This design comes from an exercise in tuning for small area, a short achievable clock period and few clock cycles per item on the open sky130 flow, not from production work.
Only simulation tests tie the RTL to the original design; equivalence was not proved.

==> flow/config.mk <==
export PLATFORM = sky130hd
export DESIGN_NAME = pdi_nearest
export DESIGN_NICKNAME = pdi_nearest
export VERILOG_FILES = /design/flow/design.v
export SDC_FILE = /design/flow/constraint.sdc
export NUM_CORES = 4
export LEC_CHECK = 0
export CAP_MARGIN = 20
export CORE_MARGIN = 2
export CORE_UTILIZATION = 40
export SLEW_MARGIN = 20
==> flow/constraint.sdc <==
create_clock -name core_clock -period 20.0 [get_ports {clk}]
set_input_delay 4.0000 -clock core_clock [delete_from_list [all_inputs] [get_ports {clk}]]
set_output_delay 4.0000 -clock core_clock [all_outputs]
set_load 0.01 [all_outputs]
==> flow/design.v <==
module pdi_nearest (
    input  wire        clk,
    input  wire        rst,         
    input  wire        pal_we,
    input  wire [5:0]  pal_waddr,
    input  wire [23:0] pal_wdata,   
    input  wire        q_valid,
    output wire        q_ready,
    input  wire [23:0] q_color,     
    input  wire [5:0]  q_first,
    input  wire [6:0]  q_num,
    output reg         r_valid,
    output reg  [5:0]  r_index,
    output reg  [3:0]  r_err        
);
    localparam [3:0] ERR_NONE     = 4'd0;
    localparam [3:0] ERR_BADPAL   = 4'd7;
    localparam [3:0] ERR_EMPTYPAL = 4'd9;
    reg [23:0] pal [0:63];
    always @(posedge clk) begin
        if (pal_we)
            pal[pal_waddr] <= pal_wdata;
    end
    reg        busy;
    reg [23:0] color;
    reg [5:0]  idx;         
    reg [6:0]  last;        
    reg [5:0]  best;
    reg [27:0] bestd;
    reg        first_cyc;   
    assign q_ready = !busy;
    wire [23:0] pe = pal[idx];
    wire [7:0] r  = color[7:0];
    wire [7:0] g  = color[15:8];
    wire [7:0] b  = color[23:16];
    wire [7:0] pr = pe[7:0];
    wire [7:0] pg = pe[15:8];
    wire [7:0] pb = pe[23:16];
    wire [8:0] rsum  = {1'b0, r} + {1'b0, pr};
    wire [7:0] rmean = rsum[8:1];
    wire [7:0] dr = (r >= pr) ? (r - pr) : (pr - r);
    wire [7:0] dg = (g >= pg) ? (g - pg) : (pg - g);
    wire [7:0] db = (b >= pb) ? (b - pb) : (pb - b);
    wire [15:0] dr2 = dr * dr;
    wire [15:0] dg2 = dg * dg;
    wire [15:0] db2 = db * db;
    wire [9:0] wr = 10'd512 + {2'b00, rmean};
    wire [9:0] wb = 10'd767 - {2'b00, rmean};
    wire [27:0] dcur = wr * dr2 + {dg2, 10'b0} + wb * db2;
    wire better = first_cyc || (dcur < bestd);
    wire done   = ({1'b0, idx} == last);
    always @(posedge clk) begin
        if (rst) begin
            busy      <= 1'b0;
            r_valid   <= 1'b0;
            r_index   <= 6'd0;
            r_err     <= ERR_NONE;
            color     <= 24'd0;
            idx       <= 6'd0;
            last      <= 7'd0;
            best      <= 6'd0;
            bestd     <= 28'd0;
            first_cyc <= 1'b0;
        end else begin
            r_valid <= 1'b0;
            if (!busy) begin
                if (q_valid) begin
                    if (q_num > 7'd64) begin
                        r_valid <= 1'b1;
                        r_index <= 6'd0;
                        r_err   <= ERR_BADPAL;
                    end else if ({1'b0, q_first} >= q_num) begin
                        r_valid <= 1'b1;
                        r_index <= 6'd0;
                        r_err   <= ERR_EMPTYPAL;
                    end else begin
                        busy      <= 1'b1;
                        color     <= q_color;
                        idx       <= q_first;
                        last      <= q_num - 7'd1;
                        first_cyc <= 1'b1;
                    end
                end
            end else begin
                first_cyc <= 1'b0;
                if (better) begin
                    best  <= idx;
                    bestd <= dcur;
                end
                if (done) begin
                    busy    <= 1'b0;
                    r_valid <= 1'b1;
                    r_index <= better ? idx : best;
                    r_err   <= ERR_NONE;
                end else begin
                    idx <= idx + 6'd1;
                end
            end
        end
    end
endmodule
==> flow/run.sh <==
#!/bin/bash
# synth_recipe.tcl (not shown) runs the flow's synth.tcl, then flattens the netlist and writes it again
# the make line also repeats each setting of config.mk as NAME=value (left out here)
make -C /OpenROAD-flow-scripts/flow DESIGN_CONFIG=/design/flow/config.mk WORK_HOME=/design/flow/orfs CLKGATE_MAP_FILE= SYNTH_SCRIPT=/design/flow/synth_recipe.tcl finish
==> summary.txt <==
STA
  • Slew @ Worst Pin: 1.11 ns
  • Worst Skew: 0.0572 ns
  • Fin crit share: 0.928
  • Max Freq: 53.9 MHz
  • Crit path time final: 18.55 ns
  • RSZ-0062 raised after global routing: no
  • Fin Setup TNS: 0 ns
  • Hold Fails Final Rpt: 0
  • Max_slew headroom: 0.259
  • Final setup fails: 0
  • Final Max Slew Viols: 0
  • Final WS setup: 1.45 ns

Synthesis
  • Post-synthesis register bit count: 1625
  • Largest cells by area after synthesis: edfxtp_1 58%, mux4_2 14%, fa_1 8.0%
  • Yosys top cell by area: edfxtp_1
  • Post-synth ARST share: 0
  • Number of flops mapped to enable cells by yosys: 1536
  • Syn Std Cell Area: 0.0793 mm^2
  • Syn Nets: 5425
  • Syn. warnings: 1
  • Synth Flop Type: edfxtp_1
  • Post-Syn Instances: 4726
  • Synth unique cells: 84
  • Seq/Total Area, Yosys: 0.604
  • Post-synth top area share: 0.582
  • Post-synthesis area per instance: 16.8 um^2

Outcome
  • Status: timing/DRC/antenna clean

Job
  • Max Cap Viol: 0

Detailed routing
  • Routed len/inst: 26.3 um
  • Starting DRC count in detailed routing: 3940
  • Residual DRC: 0
  • Vias/cell: 5.46
  • Vias: 42070
  • Routed WL: 203000 um
  • Pre-Repair DR Iteration Count: 7
  • Antenna viol nets, final: 0

Placement
  • I/O Buffers: 82
  • Setup WS pre-CTS: 1.51 ns
  • Hpwl dp: 128000 um
  • Placed Instance Area: 0.0841 mm^2
  • Gp weighted congestion: 0.845

Clock network
  • Clock-pin slew on the worst setup and hold paths: 0.06 ns
  • Hold_buf cts: 0
  • CTS tree: built
  • H-Tree Depth: 4
  • Clock Sink Count: 1625
  • Clock Path Buffers: 3
  • Post_cts resized: 0
  • Postcts setup bufs: 0
  • TritonCTS buffer count: 168
  • CTS Root Cell: clkbuf_16
  • Clock latency on the worst-skew pair: 0.79 ns

GRT
  • Total congestion overflow: 0
  • First-pass GRT wire length: 297000 um
  • Antenna violations before repair: 9
  • Vias in the first global route: 43608
  • Global Route Usage Sum: 0.201
  • Largest net degree at the start of global routing: 85

Setup path
  • Worst-path fanout max: 32
  • Critical Path Source Type: register
  • Worst Setup End Kind: register
  • Crit-path max cell delay: 0.81 ns
  • Crit path kind: register to register
  • Critical path data arrival time: 19.15 ns
  • CP max-delay cell: dfxtp_4
  • Critical Path RT: 20.60 ns
  • Most frequent CP cell: fa_1

Die
  • Die W: 449 um
  • Die footprint: 0.202 mm^2
  • Die height: 449 um
  • Io pins: 83
  • Num rows: 163
  • Core area: 0.197 mm^2
  • Starting Density: 0.402

Final layout
  • Layout cell share with drive strength beyond 1: 0.200
  • Area grow syn2layout: 12.9%
  • # nets final: 5630
  • Post-route cell area: 0.0895 mm^2

Worst hold path
  • Hold path startpoint: bestd[15]$_SDFFE_PP0P_
  • HP Class: register to register
-- Yosys cell counts, types with 37 or more instances --
| master | n |
|---|---|
| a21o_1 | 47 |
| a21oi_1 | 132 |
| and2_1 | 37 |
| buf_2 | 46 |
| clkbuf_1 | 110 |
| dfxtp_1 | 89 |
| edfxtp_1 | 1536 |
| fa_1 | 315 |
| ha_1 | 313 |
| inv_1 | 538 |
| mux4_2 | 504 |
| nand2_1 | 202 |
| nand3_1 | 38 |
| nor2_1 | 291 |
| nor3_1 | 37 |
| o21ai_0 | 75 |
| xnor2_1 | 64 |
| xor2_1 | 37 |
-- worst max-delay path, delay by kind of cell (launching register included) --
kind,cells,cell delay (ns)
adder cells (fa/ha/maj),15,7.09
AO/OA/AOI/OAI,14,3.61
AND/OR/NAND/NOR,11,2.67
multiplexers,4,2.00
buffers and inverters,9,1.14
XOR/XNOR,3,0.98
flip-flops,1,0.81
-- metal layers --
| metal | track usage | vias up | wire length [um] |
|---|---|---|---|
| li1 | - | 18147 | - |
| met1 | 0.268 | 22386 | 83400 |
| met2 | 0.342 | 1243 | 102000 |
| met3 | 0.0263 | 288 | 10900 |
| met4 | 0.0623 | 6 | 6070 |
| met5 | 0 | - | 34 |
-- sequential cells by signal, summed over array words and instances, names as in the netlist, named ones only --
register	count
busy	1
color	24
last	7
pal	1536
r_valid	1
bestd	28
r_err	3
best	6
idx	6
r_index	6
first_cyc	1
-- per-stage QoR --
stage	std cells	hold slack, ns	utilization
finish	7707	0.478	0.454
global route	7703	0.494	0.454
CTS	7703	0.475	0.454
detailed placement	7401	0.468	0.427
global placement	7393	0.461	0.426
floorplan	4726	0.441	-
-- layout make-up --
type | count | area, um^2
fillers | 17116 | 108000
flip-flops and latches | 1625 | 47900
multi-input cells | 2371 | 28800
clock buffers | 209 | 4400
well taps | 2640 | 3300
repair buffers | 225 | 2060
inverters | 540 | 2030
clock inverters | 93 | 941
diodes | 4 | 10.0
-- cell families after synthesis --
kind of cell | synth area share
flip-flops | 0.604
buffers and inverters | 0.0364
AND/OR/NAND/NOR | 0.0416
adder cells (fa/ha/maj) | 0.129
multiplexers | 0.146
AO/OA/AOI/OAI | 0.0309
XOR/XNOR | 0.0118
other | 0.0000473
-- cell usage in the layout (no fill, tap or decap), drive strengths merged, types with 77 or more instances in the layout --
master / count
fa: 315
clkbuf: 209
buf: 168
o21ai: 77
nand2: 202
mux4: 504
dfxtp: 89
ha: 313
edfxtp: 1536
a21oi: 133
inv: 547
nor2: 292
-- path summary, 6_finish.rpt --
check | depth (start not counted) | to | slack (ns)
worst max register to register | 56 | bestd[13]$_SDFFE_PP0P_ | 1.45
worst min register to register | 2 | bestd[15]$_SDFFE_PP0P_ | 0.48
worst max-delay path | 56 | bestd[13]$_SDFFE_PP0P_ | 1.45
worst min-delay path | 2 | bestd[15]$_SDFFE_PP0P_ | 0.48
Testbench counts, summed over its fixed seeds: cycles 116,944, items 3,072.

[what the ideal ports hide]
In the flow no input, the clock included, has a driving cell. The finished layout below was timed again as built, in two steps. Step 1 sets driving cells, clkbuf_16 on the clock port and buf_2 on the other inputs (assumed; they add their load-dependent delay and slew). Step 2 times the ports against the registers' clock, not the clock port: input delays grow and output delays shrink by t, the midpoint of the rising clock arrivals with the driver on. a / b / c = ideal ports / drivers / drivers and shift; a / b = the first two.
t, ns: 0.847
slack for setup (ns): 1.448 / 1.448 / 1.448
hold slack, ns: 0.478 / 0.478 / 0.478
clock arrival spread, ns: 0.060 / 0.059
worst slew at a driven data input, ns: 0.16
After both steps this run still meets setup and hold. The setup slack of this run moves by 0.000 ns with the drivers and by 0.000 ns with both steps.
